From an optimization exercise on the open Yosys and OpenROAD flow, aimed at small area; shortcuts taken in it are not production practice.
Where RTL was checked, it was by simulation tests only, not by an equivalence proof against the original.
Only the layout flow was run in runs 3 and 4; the RTL was not checked for function there.
Power figures rest on the tool's default switching activity, not on a simulated workload.

### design/flow/run.sh
#!/bin/bash
# synth_recipe.tcl (not shown) runs the flow's synth.tcl, then flattens the netlist and writes it again
# the make line also repeats each setting of config.mk as NAME=value (left out here)
make -C /OpenROAD-flow-scripts/flow DESIGN_CONFIG=/design/flow/config.mk WORK_HOME=/design/flow/orfs CLKGATE_MAP_FILE= SYNTH_SCRIPT=/design/flow/synth_recipe.tcl finish
### design/flow/config.mk
export PLATFORM = sky130hd
export DESIGN_NAME = emsg_rx
export DESIGN_NICKNAME = emsg_rx
export VERILOG_FILES = /design/flow/design.v
export SDC_FILE = /design/flow/constraint.sdc
export NUM_CORES = 4
export LEC_CHECK = 0
export CAP_MARGIN = 20
export CORE_MARGIN = 2
export CORE_UTILIZATION = 40
export CTS_BUF_LIST = sky130_fd_sc_hd__clkbuf_4 sky130_fd_sc_hd__clkbuf_8
export SLEW_MARGIN = 20
### design/flow/constraint.sdc
create_clock -name core_clock -period 10.0 [get_ports {clk}]
set_input_delay 2.0000 -clock core_clock [delete_from_list [all_inputs] [get_ports {clk}]]
set_output_delay 2.0000 -clock core_clock [all_outputs]
set_load 0.01 [all_outputs]
### design/flow/design.v
module emsg_crc8 (
    input  wire [31:0] crc_in,
    input  wire [7:0]  d,
    output reg  [31:0] crc_out
);
    integer i;
    reg [31:0] c;
    always @* begin
        c = crc_in ^ {24'd0, d};
        for (i = 0; i < 8; i = i + 1)
            c = c[0] ? ((c >> 1) ^ 32'hEDB88320) : (c >> 1);
        crc_out = c;
    end
endmodule
module emsg_rx (
    input  wire        clk,
    input  wire        rst,         
    input  wire        rx_valid,    
    input  wire [7:0]  rx_data,
    input  wire        rx_error,    
    input  wire        csr_req,
    input  wire        csr_we,
    input  wire [11:0] csr_addr,
    input  wire [31:0] csr_wdata,
    output reg  [31:0] csr_rdata,
    output wire        msg_avail
);
    localparam integer M  = 32;
    localparam integer QD = 8;
    localparam [2:0] S_PRE     = 3'd0;
    localparam [2:0] S_ADDR    = 3'd1;
    localparam [2:0] S_SIZE    = 3'd2;
    localparam [2:0] S_PAYLOAD = 3'd3;
    localparam [2:0] S_CKSUM   = 3'd4;
    localparam [31:0] PARAMS = 32'h0044_0820;    
    localparam [31:0] CRC_RESIDUE = 32'hDEBB_20E3;
    reg  [2:0]     pstate;
    reg  [4:0]     pcount;        
    reg  [7:0]     rx_src;
    reg  [5:0]     rx_len;        
    reg  [8*M-1:0] rx_buf;
    reg  [31:0]    crc;           
    reg  [31:0]    preamble;
    reg  [31:0]    timeout;
    reg  [31:0]    idle_cnt;
    reg  [31:0]    cnt_ok;
    reg  [31:0]    cnt_crcerr;
    reg  [31:0]    cnt_qdrop;
    reg  [31:0]    cnt_lenclamp;
    reg  [31:0]    cnt_timeout;
    reg  [7:0]     q_src  [0:QD-1];
    reg  [5:0]     q_size [0:QD-1];
    reg  [8*M-1:0] q_data [0:QD-1];
    reg  [2:0]     q_head;
    reg  [3:0]     q_len;
    wire q_avail = (q_len != 4'd0);
    wire q_full  = q_len[3];
    assign msg_avail = q_avail;
    wire [9:0] csr_word = csr_addr[11:2];
    wire       csr_rd   = csr_req & ~csr_we;
    wire       csr_wr   = csr_req &  csr_we;
    wire wr_preamble = csr_wr && (csr_word == 10'h000);
    wire wr_ctrl     = csr_wr && (csr_word == 10'h001);
    wire wr_timeout  = csr_wr && (csr_word == 10'h009);
    wire cmd_pop    = wr_ctrl & csr_wdata[0];
    wire cmd_clear  = wr_ctrl & csr_wdata[1];
    wire cmd_resync = wr_ctrl & csr_wdata[2];
    wire cmd_cntclr = wr_ctrl & csr_wdata[3];
    wire [5:0] head_size = q_size[q_head];
    wire [7:0] head_src  = q_src[q_head];
    wire hd_en = csr_rd && !rst && q_avail && (csr_addr[11:8] == 4'h1) && (csr_addr[7:5] == 3'd0);
    reg  [31:0] hd_raw;
    reg  [31:0] head_word;
    integer s, w, j;
    always @* begin
        hd_raw = 32'd0;
        for (s = 0; s < QD; s = s + 1)
            for (w = 0; w < 8; w = w + 1)
                hd_raw = hd_raw | ({32{(q_head == s) && (csr_addr[4:2] == w)}} & q_data[s][32*w +: 32]);
        for (j = 0; j < 4; j = j + 1)
            head_word[8*j +: 8] = ({1'b0, csr_addr[4:2], j[1:0]} < head_size && hd_en) ? hd_raw[8*j +: 8] : 8'd0;
    end
    wire [31:0] status_word = {8'd0, 4'd0, q_len, 3'd0, pcount, 3'd0, pstate, q_full, q_avail};
    wire [31:0] head_info   = q_avail ? {16'd0, 2'd0, head_size, head_src} : 32'd0;
    reg [31:0] reg_rdata;
    always @* begin
        reg_rdata = 32'd0;
        if (csr_rd && !rst && csr_addr[11:6] == 6'd0) begin
            case (csr_word[3:0])
                4'h0: reg_rdata = preamble;
                4'h2: reg_rdata = status_word;
                4'h3: reg_rdata = head_info;
                4'h4: reg_rdata = cnt_ok;
                4'h5: reg_rdata = cnt_crcerr;
                4'h6: reg_rdata = cnt_qdrop;
                4'h7: reg_rdata = cnt_lenclamp;
                4'h8: reg_rdata = cnt_timeout;
                4'h9: reg_rdata = timeout;
                4'hA: reg_rdata = PARAMS;
                default: reg_rdata = 32'd0;
            endcase
        end
        csr_rdata = reg_rdata | head_word;
    end
    wire [31:0] pre_w     = wr_preamble ? csr_wdata : preamble;
    wire [31:0] timeout_w = wr_timeout  ? csr_wdata : timeout;
    wire        do_pop    = cmd_pop && q_avail;
    wire [2:0]  q_head_w  = do_pop ? q_head + 3'd1 : q_head;
    wire [3:0]  q_len_w   = cmd_clear ? 4'd0 : (do_pop ? q_len - 4'd1 : q_len);
    wire [2:0]  pstate_w  = cmd_resync ? S_PRE : pstate;
    wire [4:0]  pcount_w  = cmd_resync ? 5'd0  : pcount;
    wire [31:0] cnt_ok_w       = cmd_cntclr ? 32'd0 : cnt_ok;
    wire [31:0] cnt_crcerr_w   = cmd_cntclr ? 32'd0 : cnt_crcerr;
    wire [31:0] cnt_qdrop_w    = cmd_cntclr ? 32'd0 : cnt_qdrop;
    wire [31:0] cnt_lenclamp_w = cmd_cntclr ? 32'd0 : cnt_lenclamp;
    wire [31:0] cnt_timeout_w  = cmd_cntclr ? 32'd0 : cnt_timeout;
    wire        len_big     = (rx_data > M);
    wire [7:0]  len_clamped = len_big ? M[7:0] : rx_data;
    wire [7:0]  crc_byte    = (pstate_w == S_SIZE) ? len_clamped : rx_data;
    wire [31:0] crc_next;
    emsg_crc8 u_crc (
        .crc_in  (crc),
        .d       (crc_byte),
        .crc_out (crc_next)
    );
    wire [1:0]  pre_idx     = pcount_w[1:0];
    wire [7:0]  pre_byte    = pre_w[8*pre_idx +: 8];
    wire        ck_match    = (crc_next == CRC_RESIDUE);
    wire [2:0]  q_tail      = q_head_w + q_len_w[2:0];
    wire        idle_parser = (pstate_w == S_PRE) && (pcount_w == 5'd0);
    wire [31:0] idle_inc    = ((wr_timeout | cmd_resync) ? 32'd0 : idle_cnt) + 32'd1;
    wire        tmo_zero    = (timeout_w == 32'd0);
    wire        tmo_fire    = !rx_valid && !tmo_zero && !idle_parser && (idle_inc == timeout_w);
    wire        idle_clr    = rx_valid | idle_parser | tmo_fire;
    wire        push_ok     = rx_valid && (pstate_w == S_CKSUM) && (pcount_w[1:0] == 2'd3) &&
                              ck_match && !q_len_w[3];
    always @(posedge clk) begin
        if (rx_valid) begin
            crc <= (pstate_w == S_PRE) ? 32'hFFFF_FFFF : crc_next;
            if (pstate_w == S_ADDR && pcount_w[0])
                rx_src <= rx_data;
            if (pstate_w == S_SIZE)
                rx_len <= len_clamped[5:0];
            if (pstate_w == S_PAYLOAD)
                rx_buf[8*pcount_w +: 8] <= rx_data;
        end
        idle_cnt <= idle_clr ? 32'd0 : idle_inc;
        if (push_ok) begin
            q_src[q_tail]  <= rx_src;
            q_size[q_tail] <= rx_len;
            q_data[q_tail] <= rx_buf;
        end
        if (rst) begin
            pstate       <= S_PRE;
            pcount       <= 5'd0;
            preamble     <= 32'hDDCC_BBAA;
            timeout      <= 32'd0;
            cnt_ok       <= 32'd0;
            cnt_crcerr   <= 32'd0;
            cnt_qdrop    <= 32'd0;
            cnt_lenclamp <= 32'd0;
            cnt_timeout  <= 32'd0;
            q_head       <= 3'd0;
            q_len        <= 4'd0;
        end else begin
            preamble     <= pre_w;
            timeout      <= timeout_w;
            q_head       <= q_head_w;
            q_len        <= q_len_w;
            pstate       <= pstate_w;
            pcount       <= pcount_w;
            cnt_ok       <= cnt_ok_w;
            cnt_crcerr   <= cnt_crcerr_w;
            cnt_qdrop    <= cnt_qdrop_w;
            cnt_lenclamp <= cnt_lenclamp_w;
            cnt_timeout  <= cnt_timeout_w;
            if (rx_valid) begin
                case (pstate_w)
                    S_ADDR: begin
                        if (pcount_w[0] == 1'b0) begin
                            pcount <= 5'd1;
                        end else begin
                            pstate <= S_SIZE;
                            pcount <= 5'd0;
                        end
                    end
                    S_SIZE: begin
                        pcount <= 5'd0;
                        if (len_big)
                            cnt_lenclamp <= cnt_lenclamp_w + 32'd1;
                        pstate <= (rx_data == 8'd0) ? S_CKSUM : S_PAYLOAD;
                    end
                    S_PAYLOAD: begin
                        if ({1'b0, pcount_w} + 6'd1 == rx_len) begin
                            pstate <= S_CKSUM;
                            pcount <= 5'd0;
                        end else begin
                            pcount <= pcount_w + 5'd1;
                        end
                    end
                    S_CKSUM: begin
                        if (pcount_w[1:0] != 2'd3) begin
                            pcount <= pcount_w + 5'd1;
                        end else begin
                            pstate <= S_PRE;
                            pcount <= 5'd0;
                            if (ck_match) begin
                                if (!q_len_w[3]) begin
                                    q_len  <= q_len_w + 4'd1;
                                    cnt_ok <= cnt_ok_w + 32'd1;
                                end else begin
                                    cnt_qdrop <= cnt_qdrop_w + 32'd1;
                                end
                            end else begin
                                cnt_crcerr <= cnt_crcerr_w + 32'd1;
                            end
                        end
                    end
                    default: begin
                        pstate <= S_PRE;
                        if (rx_data == pre_byte) begin
                            if (pre_idx == 2'd3) begin
                                pstate <= S_ADDR;
                                pcount <= 5'd0;
                            end else begin
                                pcount <= {3'd0, pre_idx} + 5'd1;
                            end
                        end else begin
                            pcount <= 5'd0;
                        end
                    end
                endcase
            end else if (tmo_fire) begin
                pstate      <= S_PRE;
                pcount      <= 5'd0;
                cnt_timeout <= cnt_timeout_w + 32'd1;
            end
        end
    end
endmodule
==> results of run 1 <==
-- cells by family after synthesis --
logic type / after synthesis / synth area share, %
flops: 2733 / 73.77
compound gates: 1730 / 12.91
simple gates: 1422 / 6.919
buf+inv: 469 / 1.702
mux: 220 / 2.483
xor+xnor: 213 / 1.877
fa+ha+maj: 29 / 0.3443
-- path summary, 6_finish.rpt --
kind | slack, ps | to | start | cells after the start
max | 590 | csr_rdata[0] | csr_addr[4] | 11
min | 490 | cnt_ok[31] | cnt_ok[31] | 2
max reg2reg | 4340 | q_data[4][70] | pstate[2] | 11
min reg2reg | 490 | cnt_ok[31] | cnt_ok[31] | 2
-- through the flow --
stage                     worst slack (ps)  instance area (sq um)
after floorplan                      -3847                 107900
after global placement               889.5                 114700
after detailed placement             879.1                 114800
after CTS                            863.6                 123100
after global routing                 707.2                 123100
final                                586.8                 123200
-- flip-flops by register name, indices dropped and copies added, names as in the netlist, 8 cells and up --
register	count
crc	32
q_src	64
q_data	2048
cnt_ok	32
idle_cnt	32
preamble	32
cnt_qdrop	32
cnt_timeout	32
rx_buf	256
cnt_lenclamp	32
rx_src	8
cnt_crcerr	32
q_size	48
timeout	32
-- critical path, delay by kind of cell --
family                 cells  cell delay, ps
buffers and inverters      4            2510
AO/OA/AOI/OAI              4             750
AND/OR/NAND/NOR            3            2070
-- where the power goes --
group | switching, mW | total (mW) | internal (mW)
combinational | 0.317 | 0.457 | 0.139
sequential | 0.0000831 | 12.3 | 12.3
clock | 4.47 | 9.33 | 4.87
total | 4.78 | 22.0 | 17.3
-- metal layers --
metal | global-route usage (%) | routed length [um] | vias up
met1 | 39.13 | 151500 | 37440
li1 | - | - | 28810
met3 | 8.872 | 57450 | 1148
met2 | 44.13 | 181900 | 6103
met4 | 14.72 | 23460 | 34
met5 | 0 | 226 | -
-- cells in the final DEF, fill, tap and decap left out, types with 134 or more instances in the layout --
cell | synthesis | layout
edfxtp_1 | 2462 | 2462
a22o_1 | 623 | 623
clkbuf_8 | 0 | 466
a221oi_1 | 425 | 425
nand2_1 | 313 | 313
dfxtp_1 | 271 | 270
nor2_1 | 306 | 253
a22oi_1 | 246 | 246
buf_4 | 2 | 220
nand4_1 | 188 | 188
clkbuf_4 | 0 | 134
-- cell type report --
class | count | area share, %
timing repair buffer | 363 | 2.956
sequential | 2733 | 64.44
antenna | 14 | 0.02845
multi-input combinational | 3614 | 22.10
clock buffer | 600 | 6.025
clock inverter | 170 | 0.6827
inverter | 54 | 0.1646
tap | 3552 | 3.609
==> results by group, run 1 <==
CTS
  – CTS tree: done
  – CTS resizes: 0
  – H-tree depth: 5
  – Post-CTS Setup Repair Bufs: 0
  – Clock-pin slew on the worst setup and hold paths: 60 ps
  – CTS buffer count: ~440
  – Num Clock Sinks: 2733
  – Hold Buf Count CTS: 0
  – Root Buffer: clkbuf_8
  – Worst skew pair latency: 1160 ps
  – CTS max path bufs: 4

Timing
  – Tcrit/Tclk final: 94.13%
  – Slew Limit Headroom: between 10 and 15%
  – Pins over their slew limit: 0
  – Fmax: 106.2 MHz
  – Worst hold slack: 488.0 ps
  – Fin crit period: roughly 9400 ps
  – Finish-stage setup viols: 0
  – Worst-Margin Slew: 1328 ps
  – Setup TNS: 0 ps
  – RSZ-0062 raised after global routing: false
  – Final Hold Fails: 0
  – Clock Skews: approximately 120 ps

Cells and area
  – Area of the multi-input gates: 27210 sq um
  – # fillers: 23200
  – Layout Cells excl Fill: 11100
  – Final standard cell utilization of the core: 46.01%
  – Share of layout cells above drive strength 1: about 16%
  – Area Growth Syn to Fin: 14.48%
  – Sequential cell area: 79360 sq um
  – Fin nets: 7294

Synth
  – Count leader, synth: edfxtp_1
  – EDFF count, synth: 2462
  – Largest cells by area after synthesis: edfxtp_1 (69%), a22o_1 (5.1%), dfxtp_1 (5.0%), a221oi_1 (3.5%), a22oi_1 (1.7%)
  – Post-synthesis area per instance: roughly 16 sq um
  – Synth unique cells: 98
  – Yosys reg bits: roughly 2700
  – Post-synth top cells: edfxtp_1 (2462), a22o_1 (623), a221oi_1 (425)
  – Synth Flop Type: edfxtp_1
  – FFs w/ async S/R, synth: 0%
  – Sequential area share after synthesis: around 74%
  – Synth Warn #: 2
  – Post-synth top area share: just under 70%
  – Mapped cell area: 107600 sq um
  – Yosys top cell by area: edfxtp_1
  – Syn_nets: roughly 7000
  – Synth Instances: 6816

Place
  – Detailed placement HPWL: 241800 um
  – IO Port Bufs: 87
  – Final GP Congestion: 0.9601
  – Placed insts: between 10000 and 15000

Global route
  – GRT overflow: 0
  – Initial antenna violation count: 26
  – Number of global-route vias before repair: 69120
  – Total GRT Usage: 29.55%
  – First-pass GRT wire length: roughly 560000 um
  – Largest net degree at the start of global routing: about 110

Drt
  – Initial DRC count: 12270
  – DRT Pass-1 Iters: 9
  – DR vias/cell: ~6.6
  – Number of vias in the routed layout: 73540
  – Drt drc: 0
  – Antenna Nets Post-Route: 0
  – Final WL: 414500 um
  – Routed WL per cell: approximately 37 um

Worst setup path
  – Crit path max fanout: 21
  – Critical Path AT: 7410 ps
  – CP max stage delay: 950 ps
  – CP Class: input pin to output port
  – Worst setup SP type: input pin
  – CP Cell Sequence: clkdlybuf4s50_1 -> or3_1 -> nor2_4 -> buf_4 -> a22o_1 -> a221oi_1 -> nand4_1 -> o31ai_2 -> buf_4 -> o21ai_0 -> clkdlybuf4s50_1
  – Critical Path Slowest Stage Cell: or3_1
  – Crit. End Element: output port
  – Critical Path RT: 8000 ps

Outcome
  – Status: timing/DRC/antenna clean

Die
  – # rows: 190
  – Initial Util: 40.19%
  – Ports: 91
  – Area of the die: 273100 sq um
  – Chip width: 522.6 um
  – Core area: 267700 sq um
  – Chip height: 522.6 um

Power and ir drop
  – Max VDD drop: 156.3 uV
  – Final total power: 22.05 mW
  – Pleak: 34.37 nW
  – Power density over cell area: 179.0 nW/um^2

Run
  – MaxCap Viol Count: 0

Hold path
  – Worst hold path type: register to register
==> inputs of run 2 (changes only) <==
--- a/design/flow/config.mk
+++ b/design/flow/config.mk
@@ -9,4 +9,5 @@
 export CORE_MARGIN = 2
 export CORE_UTILIZATION = 40
-export CTS_BUF_LIST = sky130_fd_sc_hd__clkbuf_4 sky130_fd_sc_hd__clkbuf_8
+export CTS_BUF_LIST = sky130_fd_sc_hd__clkbuf_4
+export CTS_CLUSTER_SIZE = 20
 export SLEW_MARGIN = 20
==> run 2 against run 1 <==
First-iteration DRC count decreased by 0.12%; clock skew increased by 24 ps; core utilization increased by 0.13 points; count of clock-buffer cells in the layout rose by 396; hold slack improved by 18 ps; still clean; die area stayed put; cell count increased by 3.9%; worst setup slack worse by 16 ps; synthesized cell count unchanged; sequential share of layout area is 0.18 points lower; global-route usage increased by 0.16 points; critical endpoint is now csr_rdata[6].
==> results by group, run 2 <==
Outcome
  – Status: timing/DRC/antenna clean (unchanged)

Cells and area
  – Max FFs per register: 2048 (unchanged)
  – # fillers: 23420 (was 23200)
  – Largest Register: q_data (unchanged)
  – Fin nets: 7554 (was 7294)
  – Sequential cell area: 79360 sq um (unchanged)
  – Commonest cells after routing, fill and taps aside: edfxtp_1 (2462), clkbuf_4 (996), a22o_1 (623), a221oi_1 (425), nand2_1 (313) (was edfxtp_1 (2462), a22o_1 (623), clkbuf_8 (466), a221oi_1 (425), nand2_1 (313))
  – Area of the multi-input gates: 27210 sq um (unchanged)
  – Commonest non-fill, non-tap cell in the layout: edfxtp_1 (unchanged)
  – Top flop regs: q_data x2048, rx_buf x256, q_src x64 (unchanged)
  – Area Growth Syn to Fin: 14.80% (was 14.48%)
  – Share of layout cells above drive strength 1: 20.21% (was 16.15%)

Drt
  – Final WL: 415300 um (was 414500 um)
  – Antenna Nets Post-Route: 0 (unchanged)
  – Number of vias in the routed layout: 74990 (was 73540)
  – DRT Pass-1 Iters: 6 (was 9)
  – DR vias/cell: 6.505 (was 6.625)
  – Initial DRC count: 12260 (was 12270)
  – Routed WL per cell: 36.02 um (was 37.34 um)
  – Drt drc: 0 (unchanged)

Place
  – IO Port Bufs: 87 (unchanged)
  – Final GP Congestion: 0.9601 (unchanged)
  – Detailed placement HPWL: 241800 um (unchanged)

CTS
  – Root Buffer: clkbuf_4 (was clkbuf_8)
  – Clock-pin slew on the worst setup and hold paths: 60 ps (about the same)
  – H-tree depth: 6 (was 5)
  – CTS buffer count: 700 (was 441)
  – Worst skew pair latency: 1530 ps (was 1160 ps)
  – Hold Buf Count CTS: 0 (unchanged)
  – Post-CTS Setup Repair Bufs: 0 (unchanged)
  – Num Clock Sinks: 2733 (unchanged)
  – CTS resizes: 0 (unchanged)
  – CTS tree: done (unchanged)
  – CTS max path bufs: 4 (unchanged)

Synth
  – Count leader, synth: edfxtp_1 (unchanged)
  – Synth Instances: 6816 (unchanged)
  – Synth Warn #: 2 (unchanged)
  – Post-synth top area share: 68.72% (unchanged)
  – Mapped cell area: 107600 sq um (unchanged)
  – Yosys reg bits: 2733 (unchanged)
  – Synth Flop Type: edfxtp_1 (unchanged)
  – Post-synthesis area per instance: 15.78 sq um (unchanged)
  – EDFF count, synth: 2462 (unchanged)
  – Post-synth top cells: edfxtp_1 (2462), a22o_1 (623), a221oi_1 (425) (unchanged)
  – Yosys top cell by area: edfxtp_1 (unchanged)
  – Sequential area share after synthesis: 73.77% (unchanged)
  – FFs w/ async S/R, synth: 0% (unchanged)
  – Largest cells by area after synthesis: edfxtp_1 (69%), a22o_1 (5.1%), dfxtp_1 (5.0%), a221oi_1 (3.5%), a22oi_1 (1.7%) (unchanged)
  – Syn_nets: 6903 (unchanged)
  – Synth unique cells: 98 (unchanged)

Timing
  – Worst hold slack: 505.6 ps (was 488.0 ps)
  – Finish-stage setup viols: 0 (unchanged)
  – RSZ-0062 raised after global routing: false (unchanged)
  – Fmax: 106.1 MHz (was 106.2 MHz)
  – Clock Skews: 140.4 ps (was 116.2 ps)
  – Setup TNS: 0 ps (unchanged)
  – Final Hold Fails: 0 (unchanged)
  – Worst-Margin Slew: 1247 ps (was 1328 ps)
  – Slew Limit Headroom: 16.90% (was 11.28%)
  – Fin crit period: 9429 ps (was 9413 ps)
  – Pins over their slew limit: 0 (unchanged)
  – Tcrit/Tclk final: 94.29% (was 94.13%)

Worst setup path
  – Crit path max fanout: 21 (unchanged)
  – Worst setup SP type: input pin (unchanged)
  – Buf+Inv Stages, Crit Path: 3 (was 4)
  – Reg-to-Reg Start: pstate[2] (unchanged)
  – Flop-to-flop setup slack: 4360 ps (was 4340 ps)
  – CP Cell Sequence: clkdlybuf4s50_1 -> or3_1 -> nor2_4 -> buf_4 -> a221oi_1 -> nand3_1 -> nor4_1 -> nand2_1 -> a22o_1 -> clkdlybuf4s50_1 (was clkdlybuf4s50_1 -> or3_1 -> nor2_4 -> buf_4 -> a22o_1 -> a221oi_1 -> nand4_1 -> o31ai_2 -> buf_4 -> o21ai_0 -> clkdlybuf4s50_1)
  – CP Class: input pin to output port (unchanged)
  – CP dominant cell by count: clkdlybuf4s50_1
  – CP max stage delay: 960 ps (was 950 ps)
  – Critical Path RT: 8000 ps (about the same)
  – Critical Path Slowest Stage Cell: nor2_4 (was or3_1)
  – Crit. End Element: output port (unchanged)
  – Crit Reg-Reg Endpoint: q_data[4][70] (unchanged)
  – Family with the most delay on the worst path: simple AND/OR/NAND/NOR gates (was buffers and inverters)
  – Critical Path AT: 7430 ps (was 7410 ps)
  – Worst reg2reg path depth: 11 (unchanged)

Die
  – Ports: 91 (unchanged)
  – Chip height: 522.6 um (unchanged)
  – # rows: 190 (unchanged)
  – Chip width: 522.6 um (unchanged)
  – Initial Util: 40.19% (unchanged)
  – Area of the die: 273100 sq um (unchanged)
  – Core area: 267700 sq um (unchanged)

Power and ir drop
  – Net Sw Power: 4.929 mW (was 4.783 mW)
  – Clock share of power: 42.7% (was 42.3%)
  – Switching share of power: 22.23% (was 21.69%)
  – Power density over cell area: 179.5 nW/um^2 (was 179.0 nW/um^2)
  – Combinational Power Share: 2.1% (about the same)
  – Max VDD drop: 124.3 uV (was 156.3 uV)
  – Int Pwr: 17.24 mW (was 17.27 mW)
  – Flop pwr share: 55.3% (was 55.6%)
  – Pleak: 35.11 nW (was 34.37 nW)
  – Final total power: 22.17 mW (was 22.05 mW)

Hold path
  – Hold Startpoint: cnt_qdrop[7] (was cnt_ok[31])
  – Worst hold path type: register to register (unchanged)
  – Hold Path Sink: cnt_qdrop[7] (was cnt_ok[31])
  – Worst hold stages: 2 (unchanged)

Global route
  – Initial antenna violation count: 25 (was 26)
  – GRT overflow: 0 (unchanged)
  – Number of global-route vias before repair: 71200 (was 69120)
  – Largest net degree at the start of global routing: 114 (unchanged)
  – Total GRT Usage: 29.71% (was 29.55%)
  – First-pass GRT wire length: 566700 um (was 562600 um)

Run
  – MaxCap Viol Count: 0 (unchanged)
==> run 2: changes by cell type in the layout (fill, tap and decap cells not counted), moves of 5 or more <==
cell	change
bufinv_16	+7
clkbuf_4	+862
clkbuf_8	-466
clkinv_1	+36
clkinv_2	-21
clkinv_4	+5
inv_2	+9
==> run 2: how the worst max path moves through the flow <==
| stage | start | to | slack, ps | cells after the start |
|---|---|---|---|---|
| 2_1_floorplan | csr_addr[9] | q_data[0][0] | -3850 | 12 |
| 3_3_place_gp | csr_addr[4] | csr_rdata[17] | 890 | 11 |
| 3_5_place_dp | csr_addr[4] | csr_rdata[0] | 880 | 11 |
| 4_1_cts | csr_addr[4] | csr_rdata[0] | 860 | 11 |
| 5_1_grt | csr_addr[4] | csr_rdata[6] | 670 | 10 |
| 6_report | csr_addr[4] | csr_rdata[6] | 570 | 10 |
==> run 2: worst register-to-register path: cells and delay by family, from the launching register on <==
family	cells	cell delay, ps
AO/OA/AOI/OAI	3	880
XOR/XNOR	1	600
buffers and inverters	1	630
flip-flops	1	570
AND/OR/NAND/NOR	6	2500
==> run 2: cell type report <==
| type | instances | share of cell area (%) |
|---|---|---|
| Antenna cell | 14 | 0.02837 |
| Sequential cell | 2733 | 64.25 |
| Clock buffer | 996 | 6.054 |
| Tap cell | 3552 | 3.598 |
| Timing Repair Buffer | 364 | 2.970 |
| Clock inverter | 201 | 0.8945 |
| Multi-Input combinational cell | 3614 | 22.04 |
| Inverter | 54 | 0.1641 |
==> run 2: through the flow <==
stage	instances	utilization (%)	setup slack, ps	area, sq um
2_1_floorplan	6816	-	-3847	107900
3_3_place_gp	10310	42.84	889.5	114700
3_5_place_dp	10320	42.90	879.1	114800
4_1_cts	11510	46.11	862.3	123400
5_1_grt	11520	46.13	666.3	123500
6_report	11530	46.14	570.7	123500
==> run 2: kinds of logic after synthesis <==
group / after synthesis / share of synthesized area (%)
muxes: 220 / 2.483
AOI/OAI and AO/OA: 1730 / 12.91
and+or+nand+nor: 1422 / 6.919
buffers and inverters: 469 / 1.702
adders and majority gates: 29 / 0.3443
xor gates and xnor gates: 213 / 1.877
DFF: 2733 / 73.77
==> run 2: layer usage <==
metal	vias up	track usage [%]	wire, um
li1	29750	-	-
met1	37870	38.62	150000
met2	6168	44.25	182400
met3	1171	10.17	59940
met4	24	14.79	22710
met5	-	0	183
==> run 2: power groups by stage <==
stage | sequential [mW] | clock [mW] | combinational, mW
final | 12.3 | 9.46 | 0.458
after global routing | 12.2 | 10.1 | 0.468
after CTS | 12.3 | 9.51 | 0.441
after detailed placement | 12.5 | 0 | 0.439
after global placement | 12.5 | 0 | 0.435
after floorplan | 12.5 | 0 | 0.225
==> inputs of run 3 (changes only) <==
--- a/design/flow/design.v
+++ b/design/flow/design.v
@@ -49,6 +49,5 @@
     reg  [31:0]    cnt_lenclamp;
     reg  [31:0]    cnt_timeout;
-    reg  [7:0]     q_src  [0:QD-1];
-    reg  [5:0]     q_size [0:QD-1];
+    reg  [13:0]    q_fld  [0:QD-1];     
     reg  [8*M-1:0] q_data [0:QD-1];
     reg  [2:0]     q_head;
@@ -67,40 +66,83 @@
     wire cmd_resync = wr_ctrl & csr_wdata[2];
     wire cmd_cntclr = wr_ctrl & csr_wdata[3];
-    wire [5:0] head_size = q_size[q_head];
-    wire [7:0] head_src  = q_src[q_head];
     wire hd_en = csr_rd && !rst && q_avail && (csr_addr[11:8] == 4'h1) && (csr_addr[7:5] == 3'd0);
-    reg  [31:0] hd_raw;
+    wire [7:0]  head_oh;
+    wire [7:0]  word_oh;
+    wire [63:0] hd_sel;
+    wire [2047:0] hd_bits;       
+    genvar gs, gw, gb, gk;
+    generate
+        for (gs = 0; gs < 8; gs = gs + 1) begin : g_oh
+            assign head_oh[gs] = (q_head == gs);
+            assign word_oh[gs] = (csr_addr[4:2] == gs) && hd_en;
+        end
+        for (gs = 0; gs < 8; gs = gs + 1) begin : g_sel
+            for (gw = 0; gw < 8; gw = gw + 1) begin : g_w
+                assign hd_sel[8*gs+gw] = head_oh[gs] & word_oh[gw];
+                assign hd_bits[32*(8*gs+gw) +: 32] = q_data[gs][32*gw +: 32];
+            end
+        end
+    endgenerate
+    wire [31:0] hd_raw;
+    generate
+        for (gb = 0; gb < 32; gb = gb + 1) begin : g_bit
+            wire [21:0] t_n;
+            for (gk = 0; gk < 21; gk = gk + 1) begin : g_grp
+                emsg_aoi3 u_aoi (
+                    .s ({hd_sel[3*gk+2], hd_sel[3*gk+1], hd_sel[3*gk]}),
+                    .d ({hd_bits[32*(3*gk+2)+gb], hd_bits[32*(3*gk+1)+gb], hd_bits[32*(3*gk)+gb]}),
+                    .y_n(t_n[gk])
+                );
+            end
+            assign t_n[21] = ~(hd_sel[63] & hd_bits[32*63+gb]);
+            assign hd_raw[gb] = ~&t_n;
+        end
+    endgenerate
     reg  [31:0] head_word;
-    integer s, w, j;
+    integer j;
     always @* begin
-        hd_raw = 32'd0;
-        for (s = 0; s < QD; s = s + 1)
-            for (w = 0; w < 8; w = w + 1)
-                hd_raw = hd_raw | ({32{(q_head == s) && (csr_addr[4:2] == w)}} & q_data[s][32*w +: 32]);
         for (j = 0; j < 4; j = j + 1)
-            head_word[8*j +: 8] = ({1'b0, csr_addr[4:2], j[1:0]} < head_size && hd_en) ? hd_raw[8*j +: 8] : 8'd0;
+            head_word[8*j +: 8] = ({1'b0, csr_addr[4:2], j[1:0]} < head_size) ? hd_raw[8*j +: 8] : 8'd0;
     end
+    wire [13:0] head_fields;
+    generate
+        for (gb = 0; gb < 14; gb = gb + 1) begin : g_hf
+            wire [2:0] f_n;
+            emsg_aoi3 u_a0 (
+                .s  (head_oh[2:0]),
+                .d  ({q_fld[2][gb], q_fld[1][gb], q_fld[0][gb]}),
+                .y_n(f_n[0])
+            );
+            emsg_aoi3 u_a1 (
+                .s  (head_oh[5:3]),
+                .d  ({q_fld[5][gb], q_fld[4][gb], q_fld[3][gb]}),
+                .y_n(f_n[1])
+            );
+            assign f_n[2] = ~((head_oh[6] & q_fld[6][gb]) | (head_oh[7] & q_fld[7][gb]));
+            assign head_fields[gb] = ~&f_n;
+        end
+    endgenerate
+    wire [5:0] head_size = head_fields[13:8];
+    wire [7:0] head_src  = head_fields[7:0];
     wire [31:0] status_word = {8'd0, 4'd0, q_len, 3'd0, pcount, 3'd0, pstate, q_full, q_avail};
-    wire [31:0] head_info   = q_avail ? {16'd0, 2'd0, head_size, head_src} : 32'd0;
-    reg [31:0] reg_rdata;
-    always @* begin
-        reg_rdata = 32'd0;
-        if (csr_rd && !rst && csr_addr[11:6] == 6'd0) begin
-            case (csr_word[3:0])
-                4'h0: reg_rdata = preamble;
-                4'h2: reg_rdata = status_word;
-                4'h3: reg_rdata = head_info;
-                4'h4: reg_rdata = cnt_ok;
-                4'h5: reg_rdata = cnt_crcerr;
-                4'h6: reg_rdata = cnt_qdrop;
-                4'h7: reg_rdata = cnt_lenclamp;
-                4'h8: reg_rdata = cnt_timeout;
-                4'h9: reg_rdata = timeout;
-                4'hA: reg_rdata = PARAMS;
-                default: reg_rdata = 32'd0;
-            endcase
-        end
-        csr_rdata = reg_rdata | head_word;
-    end
+    wire [31:0] head_info   = {18'd0, head_size, head_src};
+    wire        rg_en = csr_rd && !rst && (csr_addr[11:6] == 6'd0);
+    wire [15:0] rg_sel;
+    generate
+        for (gs = 0; gs < 16; gs = gs + 1) begin : g_rsel
+            assign rg_sel[gs] = rg_en && (csr_word[3:0] == gs);
+        end
+    endgenerate
+    wire [31:0] reg_rdata = ({32{rg_sel[4'h0]}} & preamble)
+                          | ({32{rg_sel[4'h2]}} & status_word)
+                          | ({32{rg_sel[4'h3] & q_avail}} & head_info)
+                          | ({32{rg_sel[4'h4]}} & cnt_ok)
+                          | ({32{rg_sel[4'h5]}} & cnt_crcerr)
+                          | ({32{rg_sel[4'h6]}} & cnt_qdrop)
+                          | ({32{rg_sel[4'h7]}} & cnt_lenclamp)
+                          | ({32{rg_sel[4'h8]}} & cnt_timeout)
+                          | ({32{rg_sel[4'h9]}} & timeout)
+                          | ({32{rg_sel[4'hA]}} & PARAMS);
+    always @* csr_rdata = reg_rdata | head_word;
     wire [31:0] pre_w     = wr_preamble ? csr_wdata : preamble;
     wire [31:0] timeout_w = wr_timeout  ? csr_wdata : timeout;
@@ -135,4 +177,11 @@
     wire        push_ok     = rx_valid && (pstate_w == S_CKSUM) && (pcount_w[1:0] == 2'd3) &&
                               ck_match && !q_len_w[3];
+    generate
+        for (gb = 0; gb < M; gb = gb + 1) begin : g_rxb
+            always @(posedge clk)
+                if (rx_valid && pstate_w == S_PAYLOAD && pcount_w == gb)
+                    rx_buf[8*gb +: 8] <= rx_data;
+        end
+    endgenerate
     always @(posedge clk) begin
         if (rx_valid) begin
@@ -142,11 +191,8 @@
             if (pstate_w == S_SIZE)
                 rx_len <= len_clamped[5:0];
-            if (pstate_w == S_PAYLOAD)
-                rx_buf[8*pcount_w +: 8] <= rx_data;
         end
         idle_cnt <= idle_clr ? 32'd0 : idle_inc;
         if (push_ok) begin
-            q_src[q_tail]  <= rx_src;
-            q_size[q_tail] <= rx_len;
+            q_fld[q_tail]  <= {rx_len, rx_src};
             q_data[q_tail] <= rx_buf;
         end
@@ -239,2 +285,9 @@
     end
 endmodule
+module emsg_aoi3 (
+    input  wire [2:0] s,
+    input  wire [2:0] d,
+    output wire       y_n
+);
+    assign y_n = ~|(s & d);
+endmodule
==> design/flow/flow/run.sh (new file) <==
#!/bin/bash
# The standard layout, with clock-tree synthesis told not to add dummy loads
# (and to use mid-size clock buffers in clusters of up to 16 sinks).
set -euo pipefail
export CTS_ARGS="-sink_clustering_enable -repair_clock_nets -buf_list sky130_fd_sc_hd__clkbuf_8 -sink_clustering_size 16 -sink_clustering_max_diameter 50 -dont_use_dummy_load"
bash standard.sh finish > standard_flow.log 2>&1
==> design/flow/standard.sh (new file) <==
#!/bin/bash
# synth_recipe.tcl (not shown) runs the flow's synth.tcl, then flattens the netlist and writes it again
# the make line also repeats each setting of config.mk as NAME=value (left out here)
make -C /OpenROAD-flow-scripts/flow DESIGN_CONFIG=/design/flow/config.mk WORK_HOME=/design/flow/orfs CLKGATE_MAP_FILE= SYNTH_SCRIPT=/design/flow/synth_recipe.tcl "${@:-finish}"
--- a/design/flow/config.mk
+++ b/design/flow/config.mk
@@ -8,6 +8,8 @@
 export CAP_MARGIN = 20
 export CORE_MARGIN = 2
-export CORE_UTILIZATION = 40
-export CTS_BUF_LIST = sky130_fd_sc_hd__clkbuf_4
-export CTS_CLUSTER_SIZE = 20
+export CORE_UTILIZATION = 50
+export CTS_BUF_LIST = sky130_fd_sc_hd__clkbuf_8
+export CTS_CLUSTER_DIAMETER = 50
+export CTS_CLUSTER_SIZE = 16
 export SLEW_MARGIN = 20
+export SYNTH_HIERARCHICAL = 1
removed: design/flow/run.sh
==> run 3 against run 2 <==
Still clean on timing, DRC and antenna; cell count shrank 23%; core utilization grew 9.5 points; clock power shrank 42%; hold slack lost 6.0 ps; area after synthesis shrank 6.3%; register-to-register slack lost 600 ps; synthesized cell count shrank 15%; critical path type unchanged; critical endpoint is now csr_rdata[29].
==> results by group, run 3 <==
Outcome
  – Status: timing/DRC/antenna clean (unchanged)

CTS
  – CTS buffer count: 230 (was 700)
  – Num Clock Sinks: 2733 (unchanged)
  – Root Buffer: clkbuf_8 (was clkbuf_4)
  – Clock-pin slew on the worst setup and hold paths: 70 ps (was 60 ps)
  – CTS max path bufs: 3 (was 4)
  – CTS tree: done (unchanged)
  – Post-CTS Setup Repair Bufs: 0 (unchanged)
  – CTS resizes: 0 (unchanged)
  – H-tree depth: 4 (was 6)
  – Worst skew pair latency: 1070 ps (was 1530 ps)
  – Hold Buf Count CTS: 0 (unchanged)

Synth
  – Post-synth top area share: 73.35% (was 68.72%)
  – Synth Instances: 5772 (was 6816)
  – FFs w/ async S/R, synth: 0% (unchanged)
  – Count leader, synth: edfxtp_1 (unchanged)
  – Synth unique cells: 88 (was 98)
  – Syn_nets: 5856 (was 6903)
  – Post-synthesis area per instance: 17.46 sq um (was 15.78 sq um)
  – Synth Warn #: 8 (was 2)
  – Synth Flop Type: edfxtp_1 (unchanged)
  – Largest cells by area after synthesis: edfxtp_1 (73%), a222oi_1 (7.2%), dfxtp_1 (5.4%), nor2_1 (1.4%), nand4_1 (1.1%) (was edfxtp_1 (69%), a22o_1 (5.1%), dfxtp_1 (5.0%), a221oi_1 (3.5%), a22oi_1 (1.7%))
  – Yosys top cell by area: edfxtp_1 (unchanged)
  – EDFF count, synth: 2462 (unchanged)
  – Yosys reg bits: 2733 (unchanged)
  – Post-synth top cells: edfxtp_1 (2462), a222oi_1 (724), nor2_1 (387) (was edfxtp_1 (2462), a22o_1 (623), a221oi_1 (425))
  – Mapped cell area: 100800 sq um (was 107600 sq um)
  – Sequential area share after synthesis: 78.73% (was 73.77%)

Cells and area
  – Max FFs per register: 2048 (unchanged)
  – Top flop regs: q_data x2048, rx_buf x256, q_fld x112 (was q_data x2048, rx_buf x256, q_src x64)
  – Fin nets: 6301 (was 7554)
  – Layout Cells excl Fill: 8894 (was 11530)
  – Area Growth Syn to Fin: 10.45% (was 14.80%)
  – Commonest cells after routing, fill and taps aside: edfxtp_1 (2462), a222oi_1 (724), nor2_1 (310), dfxtp_1 (271), clkbuf_8 (230) (was edfxtp_1 (2462), clkbuf_4 (996), a22o_1 (623), a221oi_1 (425), nand2_1 (313))
  – # fillers: 15550 (was 23420)
  – Commonest non-fill, non-tap cell in the layout: edfxtp_1 (unchanged)
  – Area of the multi-input gates: 21370 sq um (was 27210 sq um)
  – Largest Register: q_data (unchanged)
  – Share of layout cells above drive strength 1: 10.35% (was 20.21%)
  – Sequential cell area: 79360 sq um (about the same)

Drt
  – Met2 wire length: 155900 um (was 182400 um)
  – Final WL: 345100 um (was 415300 um)
  – Number of vias in the routed layout: 63330 (was 74990)
  – Drt drc: 0 (unchanged)
  – Initial DRC count: 12680 (was 12260)
  – Met3 routed WL: 44240 um (was 59940 um)
  – Uppermost layer routed: met5 (unchanged)
  – DRT Pass-1 Iters: 10 (was 6)
  – DR vias/cell: 7.120 (was 6.505)
  – Routed length on met1: 127400 um (was 150000 um)
  – Routed WL per cell: 38.80 um (was 36.02 um)
  – Antenna Nets Post-Route: 0 (unchanged)

Die
  – # rows: 164 (was 190)
  – Initial Util: 50.38% (was 40.19%)
  – Chip height: 453.0 um (was 522.6 um)
  – Core area: 200100 sq um (was 267700 sq um)
  – Area of the die: 205200 sq um (was 273100 sq um)
  – Ports: 91 (unchanged)
  – Chip width: 453.0 um (was 522.6 um)

Timing
  – Worst-Margin Slew: 1297 ps (was 1247 ps)
  – Final Hold Fails: 0 (unchanged)
  – Fmax: 105.5 MHz (was 106.1 MHz)
  – Worst hold slack: 499.6 ps (was 505.6 ps)
  – Slew Limit Headroom: 13.56% (was 16.90%)
  – Finish-stage setup viols: 0 (unchanged)
  – Setup ws final: 524.5 ps (was 570.7 ps)
  – Pins over their slew limit: 0 (unchanged)
  – Fin crit period: 9476 ps (was 9429 ps)
  – Setup TNS: 0 ps (unchanged)
  – RSZ-0062 raised after global routing: false (unchanged)
  – Tcrit/Tclk final: 94.76% (was 94.29%)
  – Clock Skews: 176.7 ps (was 140.4 ps)

Global route
  – GRT overflow: 0 (unchanged)
  – Number of global-route vias before repair: 59090 (was 71200)
  – Initial antenna violation count: 21 (was 25)
  – First-pass GRT wire length: 469600 um (was 566700 um)
  – Largest net degree at the start of global routing: 134 (was 114)
  – Total GRT Usage: 33.11% (was 29.71%)

Worst setup path
  – CP max stage delay: 960 ps (about the same)
  – Crit path max fanout: 21 (unchanged)
  – Crit. End Element: output port (unchanged)
  – Critical Path RT: 8000 ps (about the same)
  – Critical Path AT: 7480 ps (was 7430 ps)
  – CP Class: input pin to output port (unchanged)
  – Critical Path Slowest Stage Cell: a21oi_1 (was nor2_4)
  – Family with the most delay on the worst path: buffers and inverters (was simple AND/OR/NAND/NOR gates)
  – Worst setup SP type: input pin (unchanged)
  – Buf+Inv Stages, Crit Path: 5 (was 3)
  – CP Cell Sequence: clkdlybuf4s50_1 -> nor4b_1 -> buf_4 -> nand2_1 -> nor2_4 -> buf_12 -> buf_4 -> a222oi_1 -> nand4_1 -> nor4_1 -> nand4_1 -> a21oi_1 -> o21ai_0 -> clkdlybuf4s50_1 (was clkdlybuf4s50_1 -> or3_1 -> nor2_4 -> buf_4 -> a221oi_1 -> nand3_1 -> nor4_1 -> nand2_1 -> a22o_1 -> clkdlybuf4s50_1)

Power and ir drop
  – Max VDD drop: 130.5 uV (was 124.3 uV)
  – Pleak: 33.88 nW (was 35.11 nW)
  – Final total power: 18.12 mW (was 22.17 mW)
  – Power density over cell area: 162.8 nW/um^2 (was 179.5 nW/um^2)

Run
  – MaxCap Viol Count: 0 (unchanged)

Place
  – Placed insts: 8641 (was 10320)
  – Detailed placement HPWL: 200200 um (was 241800 um)
  – Pre-CTS setup slack: 719.3 ps (was 879.1 ps)
  – IO Port Bufs: 87 (unchanged)
  – Final GP Congestion: 0.9232 (was 0.9601)

Hold path
  – Worst hold path type: register to register (unchanged)
==> run 3: cell count changes in the layout (fill, tap and decap cells not counted), moves of 42 or more <==
| cell | previous run | this run |
|---|---|---|
| a221oi_1 | 425 | 28 |
| a222oi_1 | 29 | 724 |
| a22o_1 | 623 | 7 |
| a22oi_1 | 246 | 64 |
| buf_4 | 220 | 176 |
| clkbuf_4 | 996 | 0 |
| clkbuf_8 | 0 | 230 |
| clkinv_1 | 156 | 0 |
| mux2_2 | 77 | 3 |
| mux2i_1 | 109 | 65 |
| nand2_1 | 313 | 208 |
| nor2_1 | 253 | 310 |
| or4_1 | 56 | 14 |
==> run 3: path summary, 6_finish.rpt <==
path                              startpoint       endpoint  slack [ps]  depth (start not counted)
worst max-delay path             csr_addr[4]  csr_rdata[29]         520                         14
worst min-delay path            preamble[15]   preamble[15]         500                          1
worst max register to register     pstate[1]     cnt_ok[31]        3760                         16
worst min register to register  preamble[15]   preamble[15]         500                          1
==> run 3: cells by family after synthesis <==
group | after synthesis | share of synthesized area [%]
simple gates | 1377 | 7.125
fa+ha+maj | 26 | 0.3302
buf+inv | 193 | 0.7709
flops | 2733 | 78.73
compound gates | 1142 | 9.851
mux | 75 | 0.8354
xor+xnor | 226 | 2.356
==> run 3: modules after synthesis (local to each module, per instance) <==
module / times used / cells inside / cell area [sq um] / flops+latches
emsg_aoi3: 700 / 1 / 10.01 / 0
emsg_crc8: 1 / 65 / 959.7 / 0
emsg_rx: 1 / 5007 / 92830 / 2733
==> run 3: per-layer routing <==
| metal | up-vias | global-route usage [%] |
|---|---|---|
| met3 | 751 | 7.614 |
| met2 | 4681 | 50.03 |
| li1 | 25320 | - |
| met5 | - | 0.4664 |
| met4 | 16 | 15.32 |
| met1 | 32550 | 45.82 |
==> run 3: worst register-to-register path, delay by kind of cell, from the launching register on <==
| family | cells | cell delay [ps] |
|---|---|---|
| AND/OR/NAND/NOR | 10 | 3530 |
| buffers and inverters | 1 | 200 |
| flip-flops | 1 | 700 |
| AO/OA/AOI/OAI | 2 | 510 |
| XOR/XNOR | 3 | 1310 |
==> run 3: metrics by stage <==
step | instance area, sq um | util, %
3_3_place_gp | 108100 | 54.03
3_5_place_dp | 108100 | 54.03
2_1_floorplan | 101000 | -
4_1_cts | 111300 | 55.61
6_report | 111300 | 55.65
5_1_grt | 111300 | 55.64
==> run 3: final cells by class <==
class	instances	area share (%)
Tap cell	2656	2.985
Clock buffer	230	2.843
Multi-Input combinational cell	2846	19.19
Timing Repair Buffer	347	3.448
Inverter	59	0.1989
Antenna cell	23	0.05170
Sequential cell	2733	71.28
==> run 3: report_power, final <==
part	leakage, nW	switching, mW	internal [mW]
Clock	1.65	3.45	2.03
Combinational	7.96	0.202	0.155
Sequential	24.3	0.00747	12.3
==> inputs of run 4 (changes only) <==
==> design/flow/run.sh (new file) <==
#!/bin/bash
# synth_recipe.tcl (not shown) runs the flow's synth.tcl, then flattens the netlist and writes it again
# the make line also repeats each setting of config.mk as NAME=value (left out here)
make -C /OpenROAD-flow-scripts/flow DESIGN_CONFIG=/design/flow/config.mk WORK_HOME=/design/flow/orfs CLKGATE_MAP_FILE= SYNTH_SCRIPT=/design/flow/synth_recipe.tcl finish
removed: design/flow/flow/run.sh
removed: design/flow/standard.sh
==> run 4 against run 3 <==
Die area did not move; non-clock buffer count rose by 1; via count rose by 0.84%; critical path type unchanged; critical endpoint unchanged.
==> results by group, run 4 <==
Timing
  – RSZ-0062 raised after global routing: false (unchanged)
  – Setup ws final: 541.3 ps (was 524.5 ps)
  – Clock Skews: 72.39 ps (was 176.7 ps)
  – Tcrit/Tclk final: 94.59% (was 94.76%)
  – Fin crit period: 9459 ps (was 9476 ps)
  – Final Hold Fails: 0 (unchanged)
  – Fmax: 105.7 MHz (was 105.5 MHz)
  – Pins over their slew limit: 0 (unchanged)
  – Worst-Margin Slew: 1358 ps (was 1297 ps)
  – Worst hold slack: 503.5 ps (was 499.6 ps)
  – Slew Limit Headroom: 9.452% (was 13.56%)
  – Finish-stage setup viols: 0 (unchanged)

Synth
  – Yosys reg bits: 2733 (unchanged)
  – EDFF count, synth: 2462 (unchanged)
  – Synth Flop Type: edfxtp_1 (unchanged)
  – Mapped cell area: 100800 sq um (unchanged)
  – Post-synth top area share: 73.35% (unchanged)
  – Sequential area share after synthesis: 78.73% (unchanged)
  – Syn_nets: 5856 (unchanged)
  – Post-synth top cells: edfxtp_1 (2462), a222oi_1 (724), nor2_1 (387) (unchanged)
  – Synth Warn #: 8 (unchanged)
  – Post-synthesis area per instance: 17.46 sq um (unchanged)
  – Synth Instances: 5772 (unchanged)
  – Count leader, synth: edfxtp_1 (unchanged)
  – FFs w/ async S/R, synth: 0% (unchanged)
  – Yosys top cell by area: edfxtp_1 (unchanged)
  – Synth unique cells: 88 (unchanged)
  – Largest cells by area after synthesis: edfxtp_1 (73%), a222oi_1 (7.2%), dfxtp_1 (5.4%), nor2_1 (1.4%), nand4_1 (1.1%) (unchanged)

Outcome
  – Status: timing/DRC/antenna clean (unchanged)

Die
  – Area of the die: 205200 sq um (unchanged)
  – Core area: 200100 sq um (unchanged)
  – Ports: 91 (unchanged)
  – Chip height: 453.0 um (unchanged)
  – Chip width: 453.0 um (unchanged)
  – # rows: 164 (unchanged)
  – Initial Util: 50.38% (unchanged)

Power and ir drop
  – Power density over cell area: 169.6 nW/um^2 (was 162.8 nW/um^2)
  – Pleak: 34.63 nW (was 33.88 nW)
  – Max VDD drop: 149.6 uV (was 130.5 uV)

Global route
  – Number of global-route vias before repair: 59490 (was 59090)
  – Initial antenna violation count: 20 (was 21)
  – GRT overflow: 0 (unchanged)
  – First-pass GRT wire length: 471000 um (was 469600 um)
  – Largest net degree at the start of global routing: 134 (unchanged)
  – Total GRT Usage: 33.18% (was 33.11%)

Worst setup path
  – Reg-to-Reg Start: pstate[1] (unchanged)
  – Family with the most delay on the worst path: buffers and inverters (unchanged)
  – Worst setup SP type: input pin (unchanged)
  – Critical Path Slowest Stage Cell: a21oi_1 (unchanged)
  – Worst reg2reg path depth: 16 (unchanged)
  – CP Class: input pin to output port (unchanged)
  – Crit. End Element: output port (unchanged)
  – Flop-to-flop setup slack: 3740 ps (was 3760 ps)
  – CP Cell Sequence: clkdlybuf4s50_1 -> nor4b_1 -> buf_4 -> nand2_1 -> nor2_4 -> buf_12 -> buf_4 -> a222oi_1 -> nand4_1 -> nor4_1 -> nand4_1 -> a21oi_1 -> o21ai_0 -> clkdlybuf4s50_1 (unchanged)
  – Critical Path AT: 7460 ps (was 7480 ps)
  – Crit Reg-Reg Endpoint: cnt_ok[21] (was cnt_ok[31])
  – CP max stage delay: 960 ps (about the same)
  – Critical Path RT: 8000 ps (about the same)
  – Crit path max fanout: 21 (unchanged)
  – Buf+Inv Stages, Crit Path: 5 (unchanged)

Cells and area
  – Commonest non-fill, non-tap cell in the layout: edfxtp_1 (unchanged)
  – # fillers: 15460 (was 15550)
  – Share of layout cells above drive strength 1: 11.92% (was 10.35%)
  – Largest Register: q_data (unchanged)
  – Fin nets: 6302 (was 6301)
  – Commonest cells after routing, fill and taps aside: edfxtp_1 (2462), a222oi_1 (724), nor2_1 (310), dfxtp_1 (271), clkbuf_8 (235) (was edfxtp_1 (2462), a222oi_1 (724), nor2_1 (310), dfxtp_1 (271), clkbuf_8 (230))
  – Area Growth Syn to Fin: 11.84% (was 10.45%)
  – Max FFs per register: 2048 (unchanged)
  – Top flop regs: q_data x2048, rx_buf x256, q_fld x112 (unchanged)
  – Final standard cell utilization of the core: 56.34% (was 55.65%)

Drt
  – Met3 routed WL: 45500 um (was 44240 um)
  – DR vias/cell: 7.059 (was 7.120)
  – Final WL: 346000 um (was 345100 um)
  – DRT Pass-1 Iters: 9 (was 10)
  – Uppermost layer routed: met5 (unchanged)
  – Drt drc: 0 (unchanged)
  – Routed WL per cell: 38.25 um (was 38.80 um)
  – Antenna Nets Post-Route: 0 (unchanged)
  – Number of vias in the routed layout: 63860 (was 63330)
  – Met2 wire length: 156700 um (was 155900 um)
  – Routed length on met1: 126500 um (was 127400 um)
  – Initial DRC count: 13010 (was 12680)

CTS
  – CTS max path bufs: 3 (unchanged)
  – Worst skew pair latency: 1080 ps (was 1070 ps)
  – CTS tree: done (unchanged)
  – Hold Buf Count CTS: 0 (unchanged)
  – Clock-pin slew on the worst setup and hold paths: 90 ps (was 70 ps)
  – Post-CTS Setup Repair Bufs: 0 (unchanged)
  – CTS resizes: 0 (unchanged)
  – Root Buffer: clkbuf_8 (unchanged)
  – CTS buffer count: 230 (unchanged)
  – Num Clock Sinks: 2733 (unchanged)
  – H-tree depth: 4 (unchanged)

Hold path
  – Hold Path Sink: preamble[15] (unchanged)
  – Worst hold stages: 1 (unchanged)
  – Hold Startpoint: preamble[15] (unchanged)
  – Worst hold path type: register to register (unchanged)

Run
  – MaxCap Viol Count: 0 (unchanged)

Place
  – Final GP Congestion: 0.9232 (unchanged)
  – Detailed placement HPWL: 200200 um (unchanged)
  – Pre-CTS setup slack: 719.3 ps (unchanged)
  – IO Port Bufs: 87 (unchanged)
-- run 4: changes by cell type in the layout (fill, tap and decap cells not counted), sizes merged --
| cell | change |
|---|---|
| buf | +1 |
| bufinv | +7 |
| clkbuf | +5 |
| clkinv | +55 |
| clkinvlp | +14 |
| diode | -2 |
| inv | +72 |
-- run 4: logic make-up after synthesis --
family,after synthesis,share of synthesized area (%)
buf+inv,193,0.7709
flops,2733,78.73
simple gates,1377,7.125
xor+xnor,226,2.356
mux,75,0.8354
compound gates,1142,9.851
fa+ha+maj,26,0.3302
-- run 4: area by class of cell --
cell class	instances	area, sq um	area share (%)
clock buffers	235	3234	2.869
multi-input cells	2846	21360	18.95
diodes	21	52.55	0.04662
flip-flops and latches	2733	79360	70.40
clock inverters	148	1325	1.175
well taps	2656	3323	2.948
repair buffers	348	3850	3.415
inverters	59	221.5	0.1965
-- run 4: how the worst max path moves through the flow --
stage           startpoint            end  cells past startpoint
3_5_place_dp   csr_addr[4]  csr_rdata[29]                     14
3_3_place_gp   csr_addr[4]  csr_rdata[29]                     14
2_1_floorplan  csr_addr[3]   q_data[2][0]                     15
4_1_cts        csr_addr[4]  csr_rdata[29]                     14
5_1_grt        csr_addr[4]  csr_rdata[29]                     14
6_report       csr_addr[4]  csr_rdata[29]                     14
-- run 4: layer usage --
metal	up-vias	GRT usage [%]
met5	-	0.4664
met3	776	7.718
met2	4843	50.47
met1	32710	45.70
li1	25510	-
met4	12	15.00
-- run 4: power by group --
group	internal, mW	leakage [nW]	switching [mW]
combinational	0.155	7.96	0.202
sequential	12.3	24.3	0.00755
clock	2.50	2.41	3.98
total	14.9	34.6	4.19
-- run 4: Yosys stat by module (local to each module, per instance) --
module,flops+latches,cell area [sq um],copies in the design,cells inside
emsg_rx,2733,92830,1,5007
emsg_aoi3,0,10.01,700,1
emsg_crc8,0,959.7,1,65
-- run 4: per-stage QoR --
stage	setup TNS (ps)	cells	instance area (sq um)	total power, mW
floorplan	-4923710	5772	101000	12.76
global placement	0	8640	108100	12.89
detailed placement	0	8641	108100	12.89
CTS	0	9024	112700	19.15
global route	0	9037	112700	19.56
finish	0	9046	112700	19.11
-- run 4: worst reg2reg max path, delay by kind of cell (launching register included) --
family / cells / cell delay (ps)
flip-flops: 1 / 720
XOR/XNOR: 3 / 1310
buffers and inverters: 1 / 200
AND/OR/NAND/NOR: 10 / 3470
AO/OA/AOI/OAI: 2 / 500

afterwards: timing with drivers on the ports:
The results above use ideal ports. As a check the final layouts listed here were re-extracted and re-timed, cells and wires unchanged.
Step 1 sets driving cells, clkbuf_16 on the clock port and buf_2 on the other inputs (assumed; they add their load-dependent delay and slew).
Step 2 times the ports against the registers' clock, not the clock port: input delays grow and output delays shrink by t, the midpoint of the rising clock arrivals with the driver on.
Slacks: no drivers / after step 1 / after step 2; pairs: no drivers / after step 1.
run	t, ns	setup slack, ns	worst slew at a driven data input, ns
run 1	1.186	0.587 / 0.558 / 0.558	0.06
run 2	1.546	0.571 / 0.542 / 0.542	0.05
run 3	1.079	0.524 / 0.427 / 0.427	0.13
run 4	1.144	0.541 / 0.466 / 0.466	0.14
After both steps every run listed still meets setup and hold. For run 3, which loses most, drivers alone change the setup slack by -0.097 ns; drivers and shift together by -0.097 ns.
